From an optimization exercise on the open Yosys and OpenROAD flow, aimed at small area, a short achievable clock period and few clock cycles per item; shortcuts taken in it are not production practice. At most, simulation tests tie the RTL to the original design; equivalence was not proved.

==> inputs of run a <==
==> flow/design.v (excerpt) <==
module tslfs_convert (
    input  wire          clk,
    input  wire          rst,           
    input  wire          in_valid,
    output wire          in_ready,
    input  wire [511:0]  in_record,     
    output reg           out_valid,     
    output wire [1535:0] out_phys       
);
clock: 12.0 ns
lec_check: 0
cap_margin: 20
core_area: 10 10 590 590
die_area: 0 0 600 600
slew_margin: 20
run.sh (not shown) runs the stock make flow with config.mk's settings and CLKGATE_MAP_FILE= SYNTH_SCRIPT=/design/flow/synth_recipe.tcl, a recipe that flattens the netlist after the stock synthesis.
==> run b: changes against run a <==
--- a/flow/design.v
+++ b/flow/design.v
@@ -142,54 +142,52 @@
     reg         sg1;
     always @(posedge clk) begin
         m1  <= m;
         sg1 <= (SGN != 0) & x[15];
     end
     wire [15:0] mn;
     wire [3:0]  lz;
     tc_norm16 u_n (.x(m1), .xn(mn), .lz(lz));
-    reg  [15:0] mn2, mn3;
-    reg  [3:0]  lz2, lz3;
-    reg         sg2, sg3;
+    reg  [15:0] mn2;
+    reg  [3:0]  lz2;
+    reg         sg2;
     always @(posedge clk) begin
-        mn2 <= mn;  lz2 <= lz;  sg2 <= sg1;
-        mn3 <= mn2; lz3 <= lz2; sg3 <= sg2;
+        mn2 <= mn;
+        lz2 <= lz;
+        sg2 <= sg1;
     end
-    wire [10:0] ex = 11'd1038 + E0 - {7'd0, lz3};
-    assign f = {sg3, ex & {11{mn3[15]}}, mn3[14:0], 37'd0};
+    wire [10:0] ex = 11'd1038 + E0 - {7'd0, lz2};
+    assign f = {sg2, ex & {11{mn2[15]}}, mn2[14:0], 37'd0};
 endmodule
 module tc_f32 (
     input  wire        clk,
     input  wire [31:0] x,
     output wire [63:0] f
 );
-    reg  [31:0] w1, w;
-    always @(posedge clk) begin
-        w1 <= x;
-        w  <= w1;
-    end
+    reg  [31:0] w;
+    always @(posedge clk) w <= x;
     wire        s  = w[31];
     wire [7:0]  e  = w[30:23];
     wire [22:0] fr = w[22:0];
     wire [22:0] fn;
     wire [4:0]  lz;
     tc_norm23 u_n (.x(fr), .xn(fn), .lz(lz));
     wire        sub = (e == 8'd0);
     wire [10:0] ex  = sub ? (11'd896 - {6'd0, lz}) : ({3'd0, e} + 11'd896);
     reg  [63:0] r;
     always @(*) begin
         if (e == 8'hFF)       r = {s, 11'h7FF, fr, 29'd0};
         else if (!sub)        r = {s, ex, fr, 29'd0};
         else if (fn[22])      r = {s, ex, fn[21:0], 30'd0};
         else                  r = {s, 63'd0};
     end
-    reg  [34:0] r3;
-    always @(posedge clk) r3 <= r[63:29];
-    assign f = {r3, 29'd0};
+    reg  [34:0] r2;
+    always @(posedge clk) r2 <= r[63:29];
+    assign f = {r2, 29'd0};
 endmodule
 module tc_div155 (
     input  wire        clk,
     input  wire [15:0] x,
     output wire [63:0] f
 );
     parameter integer E0 = 0;
     function [4:0] t_b31(input [4:0] v);
@@ -264,38 +262,32 @@
     always @(posedge clk) begin
         xd1 <= hi ? {1'b0, xn} : {xn, 1'b0};
         lz1 <= lz; hi1 <= hi; nz1 <= xn[15];
     end
     wire [4:0]  c31;
     wire [3:0]  c15;
     tc_mod31 u_m31 (.x(xd1), .m(c31));
     tc_mod15 u_m15 (.x(xd1), .m(c15));
-    reg  [4:0]  b2;
-    reg  [3:0]  n2, lz2;
+    wire [4:0]  b = t_b31(c31);
+    wire [3:0]  n = t_n5(c15);
+    wire [19:0] w;
+    tc_eac20 u_w (.a({n, n, n, n, n}), .b({b, b, b, b}), .s(w));
+    reg  [19:0] w2;
     reg  [7:0]  xl2;
+    reg  [3:0]  lz2;
     reg         hi2, nz2;
     always @(posedge clk) begin
-        b2 <= t_b31(c31); n2 <= t_n5(c15);
-        xl2 <= xd1[7:0]; lz2 <= lz1; hi2 <= hi1; nz2 <= nz1;
-    end
-    wire [19:0] w;
-    tc_eac20 u_w (.a({n2, n2, n2, n2, n2}), .b({b2, b2, b2, b2}), .s(w));
-    wire [7:0]  q = w[7:0] - xl2 + {xl2[5:0], 2'd0} + {xl2[3:0], 4'd0} + {xl2[0], 7'd0};
-    reg  [19:0] w3;
-    reg  [7:0]  q3;
-    reg  [3:0]  lz3;
-    reg         hi3, nz3;
-    always @(posedge clk) begin
-        w3 <= w; q3 <= q; lz3 <= lz2; hi3 <= hi2; nz3 <= nz2;
+        w2 <= w; xl2 <= xd1[7:0]; lz2 <= lz1; hi2 <= hi1; nz2 <= nz1;
     end
+    wire [7:0]  q = w2[7:0] - xl2 + {xl2[5:0], 2'd0} + {xl2[3:0], 4'd0} + {xl2[0], 7'd0};
     wire [23:0] tl;
-    tc_inc #(.N(24)) u_r (.a({w3, w3[19:16]}), .cin(w3[15]), .s(tl));
-    wire [10:0] ex = 11'd1030 + E0 + {10'd0, hi3} - {7'd0, lz3};
-    assign f = {1'b0, ex & {11{nz3}}, q3, w3, tl};
+    tc_inc #(.N(24)) u_r (.a({w2, w2[19:16]}), .cin(w2[15]), .s(tl));
+    wire [10:0] ex = 11'd1030 + E0 + {10'd0, hi2} - {7'd0, lz2};
+    assign f = {1'b0, ex & {11{nz2}}, q, w2, tl};
 endmodule
 module tc_div100 (
     input  wire        clk,
     input  wire [15:0] x,
     output wire [63:0] f
 );
     wire [15:0] m;
     tc_abs16 u_a (.x(x), .m(m));
@@ -326,29 +318,28 @@
     wire [19:0] a3  = a1 ^ b1 ^ a2;
     wire [19:0] b3m = (a1 & b1) | (a1 & a2) | (b1 & a2);
     wire [19:0] b3  = {b3m[18:0], b3m[19]};
     wire [19:0] a4  = a3 ^ b3 ^ b2;
     wire [19:0] b4m = (a3 & b3) | (a3 & b2) | (b3 & b2);
     wire [19:0] b4  = {b4m[18:0], b4m[19]};
     wire [19:0] w;
     tc_eac20 u_w (.a(a4), .b(b4), .s(w));
-    wire [10:0] xq = xd1[10:0] + {xd1[7:0], 3'd0} + {xd1[5:0], 5'd0} + {xd1[0], 10'd0};
-    reg  [19:0] w2, w3;
-    reg  [10:0] xq2, q3;
-    reg  [3:0]  lz2, lz3;
-    reg         hi2, nz2, sg2, hi3, nz3, sg3;
+    wire [10:0] q = w[10:0] + xd1[10:0] + {xd1[7:0], 3'd0} + {xd1[5:0], 5'd0} + {xd1[0], 10'd0};
+    reg  [19:0] w2;
+    reg  [10:0] q2;
+    reg  [3:0]  lz2;
+    reg         hi2, nz2, sg2;
     always @(posedge clk) begin
-        w2 <= w;  xq2 <= xq; lz2 <= lz1; hi2 <= hi1; nz2 <= nz1; sg2 <= sg1;
-        w3 <= w2; q3 <= w2[10:0] + xq2; lz3 <= lz2; hi3 <= hi2; nz3 <= nz2; sg3 <= sg2;
+        w2 <= w; q2 <= q; lz2 <= lz1; hi2 <= hi1; nz2 <= nz1; sg2 <= sg1;
     end
     wire [20:0] tl;
-    tc_inc #(.N(21)) u_r (.a({w3, w3[19]}), .cin(w3[18]), .s(tl));
-    wire [10:0] ex = 11'd1031 + {10'd0, hi3} - {7'd0, lz3};
-    assign f = {sg3, ex & {11{nz3}}, q3, w3, tl};
+    tc_inc #(.N(21)) u_r (.a({w2, w2[19]}), .cin(w2[18]), .s(tl));
+    wire [10:0] ex = 11'd1031 + {10'd0, hi2} - {7'd0, lz2};
+    assign f = {sg2, ex & {11{nz2}}, q2, w2, tl};
 endmodule
 module tc_div31 (
     input  wire        clk,
     input  wire [15:0] x,
     input  wire        sgn,
     output wire [63:0] f
 );
     function [4:0] t_w31(input [4:0] v);
@@ -438,36 +429,29 @@
     reg         hi1, nz1, sg1;
     always @(posedge clk) begin
         xd1 <= hi ? {1'b0, xn} : {xn, 1'b0};
         lz1 <= lz; hi1 <= hi; nz1 <= xn[15]; sg1 <= sgn;
     end
     wire [4:0]  c31;
     tc_mod31 u_m31 (.x(xd1), .m(c31));
     wire [12:0] xl1 = xd1[12:0];
-    wire [12:0] xq  = xl1 + {xl1[10:0], 2'd0} + {xl1[7:0], 5'd0}
-                    + {xl1[5:0], 7'd0} + {xl1[2:0], 10'd0} + {xl1[0], 12'd0};
-    reg  [12:0] xq2;
+    wire [4:0]  w  = t_w31(c31);
+    wire [3:0]  wr = t_r31(c31);    
+    wire [12:0] q  = {w[2:0], w, w} - (xl1 + {xl1[10:0], 2'd0} + {xl1[7:0], 5'd0}
+                     + {xl1[5:0], 7'd0} + {xl1[2:0], 10'd0} + {xl1[0], 12'd0});
+    reg  [12:0] q2;
     reg  [4:0]  w2;
     reg  [3:0]  wr2, lz2;
     reg         hi2, nz2, sg2;
     always @(posedge clk) begin
-        xq2 <= xq; w2 <= t_w31(c31); wr2 <= t_r31(c31);    
-        lz2 <= lz1; hi2 <= hi1; nz2 <= nz1; sg2 <= sg1;
-    end
-    reg  [12:0] q3;
-    reg  [4:0]  w3;
-    reg  [3:0]  wr3, lz3;
-    reg         hi3, nz3, sg3;
-    always @(posedge clk) begin
-        q3 <= {w2[2:0], w2, w2} - xq2; w3 <= w2; wr3 <= wr2;
-        lz3 <= lz2; hi3 <= hi2; nz3 <= nz2; sg3 <= sg2;
+        q2 <= q; w2 <= w; wr2 <= wr; lz2 <= lz1; hi2 <= hi1; nz2 <= nz1; sg2 <= sg1;
     end
-    wire [10:0] ex = 11'd1036 + {10'd0, hi3} - {7'd0, lz3};
-    assign f = {sg3, ex & {11{nz3}}, q3, w3, w3, w3, w3, w3, w3, w3, wr3};
+    wire [10:0] ex = 11'd1036 + {10'd0, hi2} - {7'd0, lz2};
+    assign f = {sg2, ex & {11{nz2}}, q2, w2, w2, w2, w2, w2, w2, w2, wr2};
 endmodule
 module tc_q125 (
     input  wire [8:0]  s,
     input  wire [1:0]  c,        
     input  wire [16:0] qp,
     output wire [51:0] fr
 );
     function [40:0] t_f0(input [2:0] v);
@@ -602,24 +586,18 @@
     reg  [16:0] qp2;
     reg  [3:0]  lz2;
     reg         hi2, nz2, sg2;
     always @(posedge clk) begin
         s2 <= s; c2 <= c; qp2 <= qp; lz2 <= lz1; hi2 <= hi1; nz2 <= nz1; sg2 <= sg1;
     end
     wire [51:0] fr;
     tc_q125 u_q (.s(s2), .c(c2), .qp(qp2), .fr(fr));
-    reg  [51:0] fr3;
-    reg  [3:0]  lz3;
-    reg         hi3, nz3, sg3;
-    always @(posedge clk) begin
-        fr3 <= fr; lz3 <= lz2; hi3 <= hi2; nz3 <= nz2; sg3 <= sg2;
-    end
-    wire [10:0] ex = 11'd1035 + {10'd0, hi3} - {7'd0, lz3};
-    assign f = {sg3, ex & {11{nz3}}, fr3};
+    wire [10:0] ex = 11'd1035 + {10'd0, hi2} - {7'd0, lz2};
+    assign f = {sg2, ex & {11{nz2}}, fr};
 endmodule
 module tc_kpa (
     input  wire        clk,
     input  wire [31:0] x,
     output wire [63:0] f
 );
     wire        s  = x[31];
     wire [7:0]  e  = x[30:23];
@@ -655,39 +633,34 @@
     reg  [10:0] ex2;
     reg         sg2, inf2, nan2, zer2;
     always @(posedge clk) begin
         s2 <= sr; c2 <= sr >= 8'd125; qp2 <= qp; ex2 <= ex1;
         sg2 <= s1; inf2 <= inf1; nan2 <= nan1; zer2 <= zer1;
     end
     wire [51:0] fq;
     tc_q125 u_q (.s({1'b0, s2}), .c({1'b0, c2}), .qp(qp2), .fr(fq));
-    reg  [62:0] r3;
-    reg         sg3;
-    always @(posedge clk) begin
-        sg3 <= sg2;
-        r3  <= inf2 ? {11'h7FF, nan2, 51'd0} : zer2 ? 63'd0 : {ex2, fq};
-    end
-    assign f = {sg3, r3};
+    assign f = inf2 ? {sg2, 11'h7FF, nan2, 51'd0}
+             : zer2 ? {sg2, 63'd0}
+             :        {sg2, ex2, fq};
 endmodule
 module tslfs_convert (
     input  wire          clk,
     input  wire          rst,           
     input  wire          in_valid,
     output wire          in_ready,
     input  wire [511:0]  in_record,     
     output reg           out_valid,     
     output wire [1535:0] out_phys       
 );
     assign in_ready = 1'b1;
-    reg v1, v2;
+    reg v1;
     always @(posedge clk) begin
         v1        <= in_valid & ~rst;
-        v2        <= v1 & ~rst;
-        out_valid <= v2 & ~rst;
+        out_valid <= v1 & ~rst;
     end
     wire [511:0] r = in_record;
     tc_div155 #(.E0(-1)) u0 (.clk(clk), .x(r[8*2 +: 16]), .f(out_phys[64*0 +: 64]));
     tc_div155 #(.E0(0))  u1 (.clk(clk), .x(r[8*4 +: 16]), .f(out_phys[64*1 +: 64]));
     tc_div155 #(.E0(-1)) u2 (.clk(clk), .x(r[8*6 +: 16]), .f(out_phys[64*2 +: 64]));
     tc_div155 #(.E0(-1)) u3 (.clk(clk), .x(r[8*8 +: 16]), .f(out_phys[64*3 +: 64]));
     tc_div31 u4 (.clk(clk), .x(r[8*10 +: 16]), .sgn(1'b0), .f(out_phys[64*4 +: 64]));
     wire [15:0] at     = r[8*12 +: 16];
Settings changed: CORE_AREA 10 10 590 590 to 10 10 750 750, DIE_AREA 0 0 600 600 to 0 0 760 760.
==> summary.txt <==
quantity	run b	run a
Status	finished clean	finished clean
Min setup slack post-route	1.63 ns	3.78 ns
Met2 WL post-DR	182000 um	176000 um
Count of vias placed by the detailed router	92448	96308
Number of buffers inserted during clock tree synthesis	161	222
Multi-Input Combinational	9459	9473
Count of flip-flops and latches	1247	1990
Proportion of cell area occupied by multi-input gates	0.548	0.503
Count of standard-cell rows	271	212
TritonRoute pass-1 iters	6	7
Wire length of the first global-routing pass	624000 um	593000 um
Hold path start	u11.w[31]$_DFF_P_	u2.hi1$_DFF_P_
Fillers	58941	32343
Summed instance area of the synthesized netlist	0.111 mm^2	0.125 mm^2
Synthesis-to-finish area growth	23.8%	19.5%
Wire length on met3	35400 um	37500 um
Number of signal-net inverters in the final layout	1489	1358
Antenna diode count	115	33
CP max-delay cell	sky130_fd_sc_hd__dfxtp_1	sky130_fd_sc_hd__nor4_2
Met1 wire length	196000 um	178000 um
Overall global routing resource usage	0.142	0.212
Flop and latch count out of synthesis	1247	1990
Testbench counts of run a, summed over its fixed seeds: cycles 824, items 800.
The RTL of run b was laid out without a check of its function.

[port drivers added, routing unchanged]
Ports are ideal in the flow. The routed layouts listed here were re-timed in OpenROAD.
Step 1 (the two cells are an assumption about what drives the block):
set clk [get_ports {clk}]
set_driving_cell -lib_cell sky130_fd_sc_hd__clkbuf_16 $clk
set_driving_cell -lib_cell sky130_fd_sc_hd__buf_2 [delete_from_list [all_inputs] $clk]
Step 2 also shifts input and output timing later by t, the mid clock arrival at the registers, as if the neighbouring blocks saw the same clock.
Three values: ideal ports, drivers, drivers and shift; two values: the first two.
| run | t, ns | setup slack, ns | worst setup path after step 2 | cell pins on the clock port's net |
|---|---|---|---|---|
| run a | 0.989 | 3.778 / 3.806 / 2.818 | input to register | 1 |
| run b | 0.959 | 1.634 / 1.536 / 1.897 | register to register | 1 |
After both steps setup and hold are still met in every run listed. For run a, which loses most, drivers alone change the setup slack by +0.028 ns; drivers and shift together by -0.960 ns.
